From an optimization exercise on the open Yosys and OpenROAD flow, aimed at small area, a short achievable clock period and few clock cycles; shortcuts taken in it are not production practice.
At most, simulation tests tie the RTL to the original design; equivalence was not proved.
Power and IR drop assume default switching activity.

// bc_rx_engine
module bc_rx_engine (
    input  wire       clk,
    input  wire       rst,         
    input  wire       in_valid,
    output wire       in_ready,
    input  wire       in_kind,     
    input  wire [2:0] in_op,
    input  wire [7:0] in_data,
    output wire       out_valid,
    output wire [7:0] out_data,
    output wire       out_last,
    input  wire       out_ready
);
Size: roughly 2500 cells after synthesis, about 27 I/O pins, about 42000 µm² of cells after synthesis.
clock: 12.0 ns
lec_check: 0
cap_margin: 20
core_margin: 2
core_utilization: 70
cts_buf_list: sky130_fd_sc_hd__clkbuf_16
cts_cluster_diameter: 100
cts_cluster_size: 24
place_density: 0.5
slew_margin: 20
standard.sh (not shown) runs the stock make flow with config.mk's settings and CLKGATE_MAP_FILE= SYNTH_SCRIPT=/design/flow/synth_recipe.tcl, a recipe that flattens the netlist after the stock synthesis.
==> flow/flow/run.sh <==
#!/bin/bash
set -euo pipefail
bash standard.sh \
  "BUFFER_PORTS_ARGS=-buffer_cell sky130_fd_sc_hd__buf_2" \
  "SETUP_SLACK_MARGIN=${FLOW_SETUP_MARGIN:-8.5}" \
  finish > standard_finish.log 2>&1
The starting point finished with timing, DRC and antenna clean.
Testbench counts at the start, summed over its fixed seeds: cycles 11,545.
Change:
Settings changed: CORE_UTILIZATION 70 to 65, PLACE_DENSITY 0.5 to unset.
What happened: The changed run ran to the end with no violations. Worst setup slack degrades by 15 ps. Sequential power hardly moves. Final cell count goes up by 1.8%. Final area is about the same. Maximum frequency goes down by 0.42%. Routed wire length stays flat. Die area goes up by 7.6%. Total power hardly moves. Combinational power stays flat. Worst hold slack is about the same.
Change:
Settings changed: CORE_UTILIZATION 65 to 70, PLACE_DENSITY set to 0.8.
Power hardly moves.
Final cell count came out lower by 2.1%.
Non-clock buffer count does not change.
Core utilization came out higher by 4.6 points.
Change:
Settings changed: PLACE_DENSITY 0.8 to unset.
Outcome: The changed run finished with timing, DRC and antenna clean. Via count shrinks by 1.9%. Synthesized cell count stays the same. Total power is about the same. Global-route usage falls by 0.84 points. Wire length decreases by 1.9%. Worst setup slack gets better by 6.8 ps.
Change:
==> flow/flow/run.sh (replaced) <==
#!/bin/bash
set -euo pipefail
bash standard.sh \
  "BUFFER_PORTS_ARGS=-buffer_cell sky130_fd_sc_hd__buf_2" \
  "SETUP_SLACK_MARGIN=${FLOW_SETUP_MARGIN:-8.75}" \
  finish > standard_finish.log 2>&1
Count of clock-buffer cells in the layout is unchanged.
Register-to-register slack improved by 70 ps.
Cell count barely changes.
Sequential share of layout area is lower by 0.61 points.


v8:
bc_rx_engine, a different RTL version from the one above (not shown whole).
Size in the first run: about 2,300 cells after synthesis, ~990 flip-flops, about 27 I/O pins.
==> flow/design.v (excerpt) <==
module bc_rx_engine (
    input  wire       clk,
    input  wire       rst,         
    input  wire       in_valid,
    output wire       in_ready,
    input  wire       in_kind,     
    input  wire [2:0] in_op,
    input  wire [7:0] in_data,
    output wire       out_valid,
    output wire [7:0] out_data,
    output wire       out_last,
    input  wire       out_ready
);
export LEC_CHECK = 0
export CAP_MARGIN = 20
export CORE_MARGIN = 2
export CORE_UTILIZATION = 60
export SLEW_MARGIN = 20
create_clock -name core_clock -period 12.0 [get_ports {clk}]
==> flow/flow/run.sh <==
#!/bin/bash
set -euo pipefail
bash standard.sh \
  "BUFFER_PORTS_ARGS=-buffer_cell sky130_fd_sc_hd__buf_2" \
  "SETUP_SLACK_MARGIN=${FLOW_SETUP_MARGIN:-8.0}" \
  finish > standard_finish.log 2>&1
v8 went all the way through the flow, and no timing, DRC or antenna check failed.
Testbench counts of v8, summed over its fixed seeds: cycles 12,035.
> inputs changed (v8 -> v19)
-- flow/config.mk --
<<< v8, line 10
export CORE_UTILIZATION = 60
export SLEW_MARGIN = 20
>>> v19, line 10
export CORE_UTILIZATION = 60
export CTS_BUF_LIST = sky130_fd_sc_hd__clkbuf_16
export CTS_CLUSTER_DIAMETER = 100
export CTS_CLUSTER_SIZE = 24
export SLEW_MARGIN = 20
==> comparison <==
v19 went all the way through the flow, and no timing, DRC or antenna check failed.
Between v8 and v19, the flow reports first-iteration DRC count increasing slightly.
Going from v8 to v19, clock-pin slew on the worst setup and hold paths went up by 0.04 ns, final period demand of the worst path shows an increase of 0.063 ns, setup total negative slack about even, wire length the detailed router placed on met1 flat.
Cells: v19 has fewer instances than v8
v19 against v8; wire length of the first global-routing pass is down by a few percent.
Of the two candidates, v8 has the worse total power after layout and v19 the better one.
Modified inputs, v40 compared to v19
-- flow/config.mk --
<<< v19, line 10
export CORE_UTILIZATION = 60
export CTS_BUF_LIST = sky130_fd_sc_hd__clkbuf_16
export CTS_CLUSTER_DIAMETER = 100
export CTS_CLUSTER_SIZE = 24
export SLEW_MARGIN = 20
>>> v40, line 10
export CORE_UTILIZATION = 60
export CTS_BUF_LIST = sky130_fd_sc_hd__clkbuf_8
export SLEW_MARGIN = 20
Results
- v40 has completed all stages; timing, DRC and antenna checks passed.
- Relative to v19, the shortest period the worst path allows of v40 is higher by 0.011 ns.
- Relative to v19, the routed wire length per instance of v40 is lower by 4.0%.
- v40 -> v19: sequential area share after synthesis delta 0, exact match
- Of v40 and v19, the run reporting the lower clock latency reported for the late side of the worst-skew pair was v19.
- Diff v40..v19 | post-CTS setup repair buffer count | unchanged
- v40 — cell area power density about 12% higher, v19 as reference
- On worst slack on hold paths, v40 and v19 are neck and neck.
- Total power draw (v40 vs. v19) increases by more than 10%
- Sort v40 and v19 by part of the total power dissipated in combinational logic, ascending, and v40 comes first.
- Of the two values seen for launch point of the worst path, out_ready was produced by v19 and o_d[1] by v40.
Changes in v48 relative to v40:
==> flow/flow/run.sh <==
#!/bin/bash
set -euo pipefail
bash standard.sh \
  "BUFFER_PORTS_ARGS=-buffer_cell sky130_fd_sc_hd__buf_2" \
  "SETUP_SLACK_MARGIN=${FLOW_SETUP_MARGIN:-9.0}" \
  finish > standard_finish.log 2>&1
-- flow/config.mk --
<<< v40, line 10
export CORE_UTILIZATION = 60
export CTS_BUF_LIST = sky130_fd_sc_hd__clkbuf_8
export SLEW_MARGIN = 20
>>> v48, line 10
export CORE_UTILIZATION = 60
export CTS_BUF_LIST = sky130_fd_sc_hd__clkbuf_16
export CTS_CLUSTER_DIAMETER = 100
export CTS_CLUSTER_SIZE = 24
export SLEW_MARGIN = 20
Findings:
From v40 to v48 the numbers moved as follows: fmax increased by about 6% relative to the old numbers, first-pass GRT wire length increased by about 3.7% relative to the old numbers, non-clock buffering overhead in the final layout increased by 2.2 points relative to the old numbers.
Input-level comparison between v20 and v48:
==> flow/flow/run.sh <==
#!/bin/bash
set -euo pipefail
bash standard.sh \
  "BUFFER_PORTS_ARGS=-buffer_cell sky130_fd_sc_hd__buf_2" \
  "SETUP_SLACK_MARGIN=${FLOW_SETUP_MARGIN:-8.0}" \
  finish > standard_finish.log 2>&1
-- flow/config.mk --
<<< v48, line 9
export CORE_MARGIN = 2
export CORE_UTILIZATION = 60
export CTS_BUF_LIST = sky130_fd_sc_hd__clkbuf_16
export CTS_CLUSTER_DIAMETER = 100
export CTS_CLUSTER_SIZE = 24
export SLEW_MARGIN = 20
>>> v20, line 9
export CORE_MARGIN = 2
export CORE_UTILIZATION = 40
export SLEW_MARGIN = 20
## What came out
- Compared v20 vs v48, and final routed wire length divided by cell count is down in v20.
- Summary — final design area excluding fillers, v20 relative to v48: higher, by 1300 um2.
- Delta (v20 minus v48): remaining global-route overflow level, worst setup slack moved down, number of resized instances in the post-cts repair step moved down.
- On v20: tapcell count is 495 higher than what v48 gave.
- The wire length of the first global-routing pass in v20 was lower than what v48 gave.
- Compared with v48, the router placed fewer vias in v20.
- Comparing v48 and v20, the higher maximum level of the CTS H-tree was measured on v20.
- When v20 is set beside v48, its path length in cells of the critical path turns out to be 8 larger.
- Compare v48 and v20 | met2 wire length higher: v48


Setup of try-indigo:
Another version of the RTL of bc_rx_engine (not shown whole).
For scale: about 2400 cells after synthesis, about 990 flip-flops, roughly 27 I/O pins, ~41000 µm² of cells after synthesis.
Settings: LEC_CHECK=0, CAP_MARGIN=20, CORE_MARGIN=2, CORE_UTILIZATION=40, CTS_BUF_LIST=sky130_fd_sc_hd__clkbuf_8, SLEW_MARGIN=20; clock period 12.0 ns.
run.sh (not shown) runs the stock make flow with config.mk's settings and CLKGATE_MAP_FILE= SYNTH_SCRIPT=/design/flow/synth_recipe.tcl, a recipe that flattens the netlist after the stock synthesis.
Stock flow here: none of the scripts above is used.
Testbench counts of try-indigo, summed over its fixed seeds: cycles 12,035.
Modified inputs, try-willow compared to try-indigo
Settings: clearing CTS_BUF_LIST, which used to be sky130_fd_sc_hd__clkbuf_8.
Results
Layout overhead on the synthesized area | try-willow above try-indigo. Summary of try-willow over try-indigo: power spent charging and discharging nets held steady, post-route standard cell area excluding fillers grew by 360 µm², wire length shrank by 0.75%, chip height held steady. Going from try-indigo to try-willow, maximum number of pins on one net before global-route repair level; number of nets in the layout moved down; final setup slack of the worst path moved down. Compared to try-indigo, try-willow has sequential share of layout area 0.49 points lower.
Changes in try-amber relative to try-willow:
==> flow/flow/run.sh (new file) <==
#!/bin/bash
set -euo pipefail
bash standard.sh \
  "BUFFER_PORTS_ARGS=-buffer_cell sky130_fd_sc_hd__buf_2" \
  "SETUP_SLACK_MARGIN=${FLOW_SETUP_MARGIN:-8.0}" \
  finish > standard_finish.log 2>&1
==> flow/standard.sh (new file) <==
#!/bin/bash
# synth_recipe.tcl (not shown) runs the flow's synth.tcl, then flattens the netlist and writes it again
# the make line also repeats each setting of config.mk as NAME=value (left out here)
make -C /OpenROAD-flow-scripts/flow DESIGN_CONFIG=/design/flow/config.mk WORK_HOME=/design/flow/orfs CLKGATE_MAP_FILE= SYNTH_SCRIPT=/design/flow/synth_recipe.tcl "${@:-finish}"
removed: flow/run.sh
[summary]
- Delta (try-amber minus try-willow): shortest period the worst path allows went down 0.55 ns; part of the total power dissipated in sequential elements has increased; share of total power in the clock network lower; worst hold slack went down by 0.0040 ns; worst-case reg-to-reg path depth picked up an extra 1.
- Between try-willow and try-amber, post-route fraction of the period consumed by the critical path decreased.
- The run showing the greater post-detailed-routing wire length is try-amber.
- For try-willow and try-amber, there was not a single run that failed to finish clean.
- On internal power of the cells, try-amber tracks try-willow almost exactly.
- Upper clock frequency limit improves in try-amber relative to try-willow.


wip/garnet:
bc_rx_engine, a different RTL version from the one above (not shown whole).
Size: roughly 1000 flip-flops, ~41000 um2 of cells after synthesis.
export LEC_CHECK = 0
export CAP_MARGIN = 20
export CORE_MARGIN = 2
export CORE_UTILIZATION = 60
export CTS_BUF_LIST = sky130_fd_sc_hd__clkbuf_16
export CTS_CLUSTER_DIAMETER = 100
export CTS_CLUSTER_SIZE = 24
export SLEW_MARGIN = 20
create_clock -name core_clock -period 12.0 [get_ports {clk}]
standard.sh (not shown) runs the stock make flow with config.mk's settings and CLKGATE_MAP_FILE= SYNTH_SCRIPT=/design/flow/synth_recipe.tcl, a recipe that flattens the netlist after the stock synthesis.
==> flow/flow/run.sh <==
#!/bin/bash
set -euo pipefail
bash standard.sh \
  "BUFFER_PORTS_ARGS=-buffer_cell sky130_fd_sc_hd__buf_2" \
  "SETUP_SLACK_MARGIN=${FLOW_SETUP_MARGIN:-10.0}" \
  finish > standard_finish.log 2>&1
Setup changes, wip/garnet to wip/juniper
==> flow/flow/run.sh <==
#!/bin/bash
set -euo pipefail
bash standard.sh \
  "BUFFER_PORTS_ARGS=-buffer_cell sky130_fd_sc_hd__buf_2" \
  "SETUP_SLACK_MARGIN=${FLOW_SETUP_MARGIN:-9.0}" \
  finish > standard_finish.log 2>&1
--- outcome ---
wip/juniper: fill cell total of the finished layout 835 above wip/garnet. The lower global routing usage summed across all routing layers of wip/juniper and wip/garnet is in wip/juniper. From wip/garnet to wip/juniper the numbers moved as follows: multi-input combinational cell count essentially unchanged, net load switching power -about 0.8%, routed wire length went down, per-cell routed wire length shrank by 1.5 um. What wip/garnet reported for number of buffers inserted to repair setup after CTS has to be multiplied by 0.092 to get the figure for wip/juniper. Relative to wip/garnet, setup slack has decreased by 0.089 ns in wip/juniper. wip/juniper vs wip/garnet, fraction of met1 tracks used by global routing went down by 1.2 points. Higher transition time at the pin with the least slew margin among wip/juniper and wip/garnet: wip/juniper. Compared with wip/garnet, wip/juniper shows a area of all placed cells without fillers that is about 12% lower.
Function was not checked in any run of this note: the RTL went through the layout flow alone.


Setup of run 1:
Another version of the RTL of bc_rx_engine (not shown whole).
Size in the first run: ~1000 flip-flops.
Settings: LEC_CHECK=0, CAP_MARGIN=20, CORE_MARGIN=2, CORE_UTILIZATION=70, CTS_BUF_LIST=sky130_fd_sc_hd__clkbuf_16, CTS_CLUSTER_DIAMETER=120, CTS_CLUSTER_SIZE=30, SLEW_MARGIN=20; clock period 12.0 ns.
==> flow/flow/run.sh <==
#!/bin/bash
set -euo pipefail
bash standard.sh \
  "BUFFER_PORTS_ARGS=-buffer_cell sky130_fd_sc_hd__buf_2" \
  "SETUP_SLACK_MARGIN=${FLOW_SETUP_MARGIN:-8.5}" \
  finish > standard_finish.log 2>&1
Testbench counts of run 1, summed over its fixed seeds: cycles 12,035.
Input-level comparison between run 2 and run 1:
diff --git a/flow/config.mk b/flow/config.mk
--- a/flow/config.mk
+++ b/flow/config.mk
@@ -12,2 +12,2 @@
-export CTS_CLUSTER_DIAMETER = 120
-export CTS_CLUSTER_SIZE = 30
+export CTS_CLUSTER_DIAMETER = 80
+export CTS_CLUSTER_SIZE = 20
--- outcome ---
- Number of buffers added on ports came out exactly the same in run 2 and run 1.
- Compare run 2 and run 1 | post-CTS resize count higher: run 2
- Sort run 2 and run 1 by transition time at the pin with the least slew margin, ascending, and run 2 comes first.
- Of run 2 and run 1, run 2 shows the higher wire length, with run 1 below it.
Setup changes, run 2 to run 3
diff --git a/flow/flow/run.sh b/flow/flow/run.sh
--- a/flow/flow/run.sh
+++ b/flow/flow/run.sh
@@ -5 +5 @@
-  "SETUP_SLACK_MARGIN=${FLOW_SETUP_MARGIN:-8.5}" \
+  "SETUP_SLACK_MARGIN=${FLOW_SETUP_MARGIN:-8.0}" \
diff --git a/flow/config.mk b/flow/config.mk
--- a/flow/config.mk
+++ b/flow/config.mk
@@ -12,2 +12,2 @@
-export CTS_CLUSTER_DIAMETER = 80
-export CTS_CLUSTER_SIZE = 20
+export CTS_CLUSTER_DIAMETER = 100
+export CTS_CLUSTER_SIZE = 24
==> results.txt <==
[run 3] area added between synthesis and finish fell 0.91 points relative to run 2. Per the comparison of run 3 with run 2, number of multi-input combinational cells saw little to no change, global-route wire length before repair saw a decrease, worst hold slack saw little to no change, overall power of the completed layout saw a decrease, clock network fraction of design power saw a decrease. Run 3 vs run 2: layout filler cell count up slightly. Run 3 reports a higher clock edge transition at the registers on the reported setup and hold paths than run 2 does. Looking only at maximum ir drop on the vdd rail, and setting everything else aside, the higher value of run 3 and run 2 goes to run 2.
[inputs] run 4 vs run 3
diff --git a/flow/flow/run.sh b/flow/flow/run.sh
--- a/flow/flow/run.sh
+++ b/flow/flow/run.sh
@@ -5 +5,2 @@
-  "SETUP_SLACK_MARGIN=${FLOW_SETUP_MARGIN:-8.0}" \
+  "SETUP_SLACK_MARGIN=8.5" \
+  "CTS_ARGS=-sink_clustering_enable -repair_clock_nets -sink_clustering_size 24 -sink_clustering_max_diameter 100 -buf_list sky130_fd_sc_hd__clkbuf_16 -apply_ndr half" \
==> results.txt <==
Run 4 vs run 3, capturing element of the worst setup path: out_data[0] vs h_d[0]. Delta (run 4 minus run 3): final worst-path cycle share now smaller, relative contribution of the clock network to total power lost 0.3 points, met3 layer usage reported by global route flat, worst hold slack higher, area growth from synthesis to final layout went up 0.25 points. Between run 4 and run 3, the post-CTS resize count is lower for run 3.
For run 5, these inputs were changed with respect to run 4:
==> flow/flow/run.sh <==
#!/bin/bash
set -euo pipefail
bash standard.sh \
  "BUFFER_PORTS_ARGS=-buffer_cell sky130_fd_sc_hd__buf_2" \
  "SETUP_SLACK_MARGIN=${FLOW_SETUP_MARGIN:-8.5}" \
  finish > standard_finish.log 2>&1
## What came out
- Run 5 -> run 4: cell-internal power delta 0, exact match
- Run 5 vs. run 4: maximum frequency was more or less identical; period utilization was more or less identical; share of final-layout standard cells stronger than drive strength 1 was more or less identical; clock power was more or less identical; proportion of final cell area spent on non-clock buffers was more or less identical.
- Comparing run 4 against run 5, there is no change at all in cell area.

what the ideal ports hide:
The flow's constraints put no driver on any port. The routed layouts listed below were extracted and timed again, unchanged, in two steps. Step 1: set_driving_cell puts a clkbuf_16 on clk and a buf_2 on each other input, an assumption about the parent block. Step 2 adds t to the input delays and takes it off the output delays; t is the mean of the earliest and latest rising clock arrival at the registers after step 1. Input paths then give back, and output paths get back, about the clock's delay inside the block. a / b / c = ideal / step 1 / step 2; a / b = the first two.
| run | shift t [ns] | setup WS [ns] | hold slack, ns | worst setup path at the end | pins driven straight from the clock port |
|---|---|---|---|---|---|
| the first run of note 1 | 0.679 | 8.462 / 8.399 / 7.925 | 0.468 / 0.468 / 0.468 | input to register | 1 |
| the second run of note 1 | 0.698 | 8.447 / 8.382 / 7.914 | 0.466 / 0.466 / 0.466 | input to register | 1 |
| the third run of note 1 | 0.696 | 8.455 / 8.388 / 7.884 | 0.467 / 0.467 / 0.467 | input to register | 1 |
| the fourth run of note 1 | 0.679 | 8.462 / 8.399 / 7.925 | 0.468 / 0.468 / 0.468 | input to register | 1 |
| the fifth run of note 1 | 0.689 | 8.477 / 8.409 / 8.042 | 0.464 / 0.464 / 0.464 | input to register | 1 |
| v8 | 0.710 | 8.158 / 8.160 / 7.491 | 0.460 / 0.460 / 0.460 | input to register | 1 |
| v19 | 0.692 | 8.095 / 8.131 / 7.439 | 0.464 / 0.464 / 0.464 | input to register | 1 |
| v40 | 0.841 | 8.083 / 8.017 / 7.482 | 0.462 / 0.462 / 0.462 | input to register | 1 |
| v48 | 0.683 | 8.300 / 8.232 / 7.985 | 0.463 / 0.463 / 0.463 | input to register | 1 |
| v20 | 0.732 | 8.175 / 8.149 / 7.488 | 0.465 / 0.465 / 0.465 | input to register | 1 |
| try-indigo | 0.877 | 7.544 / 7.490 / 7.372 | 0.456 / 0.456 / 0.456 | input to register | 1 |
| try-willow | 0.733 | 7.513 / 7.513 / 7.407 | 0.452 / 0.452 / 0.452 | input to register | 1 |
| try-amber | 0.720 | 8.065 / 8.065 / 7.681 | 0.448 / 0.448 / 0.448 | input to register | 1 |
| wip/garnet | 0.692 | 8.297 / 8.229 / 8.234 | 0.466 / 0.466 / 0.466 | input to register | 1 |
| wip/juniper | 0.694 | 8.207 / 8.144 / 8.156 | 0.475 / 0.475 / 0.475 | input to register | 1 |
| run 1 | 0.671 | 8.445 / 8.383 / 7.961 | 0.462 / 0.462 / 0.462 | input to register | 1 |
| run 2 | 0.696 | 8.437 / 8.373 / 7.929 | 0.453 / 0.453 / 0.453 | input to register | 1 |
| run 3 | 0.685 | 8.129 / 8.129 / 7.540 | 0.453 / 0.453 / 0.453 | input to register | 1 |
| run 4 | 0.674 | 8.438 / 8.377 / 7.938 | 0.463 / 0.463 / 0.463 | input to register | 1 |
| run 5 | 0.674 | 8.438 / 8.377 / 7.938 | 0.463 / 0.463 / 0.463 | input to register | 1 |
After both steps setup and hold are still met in every run listed. The setup slack of v20, which loses most, moves by -0.026 ns with the drivers and by -0.687 ns with both steps.
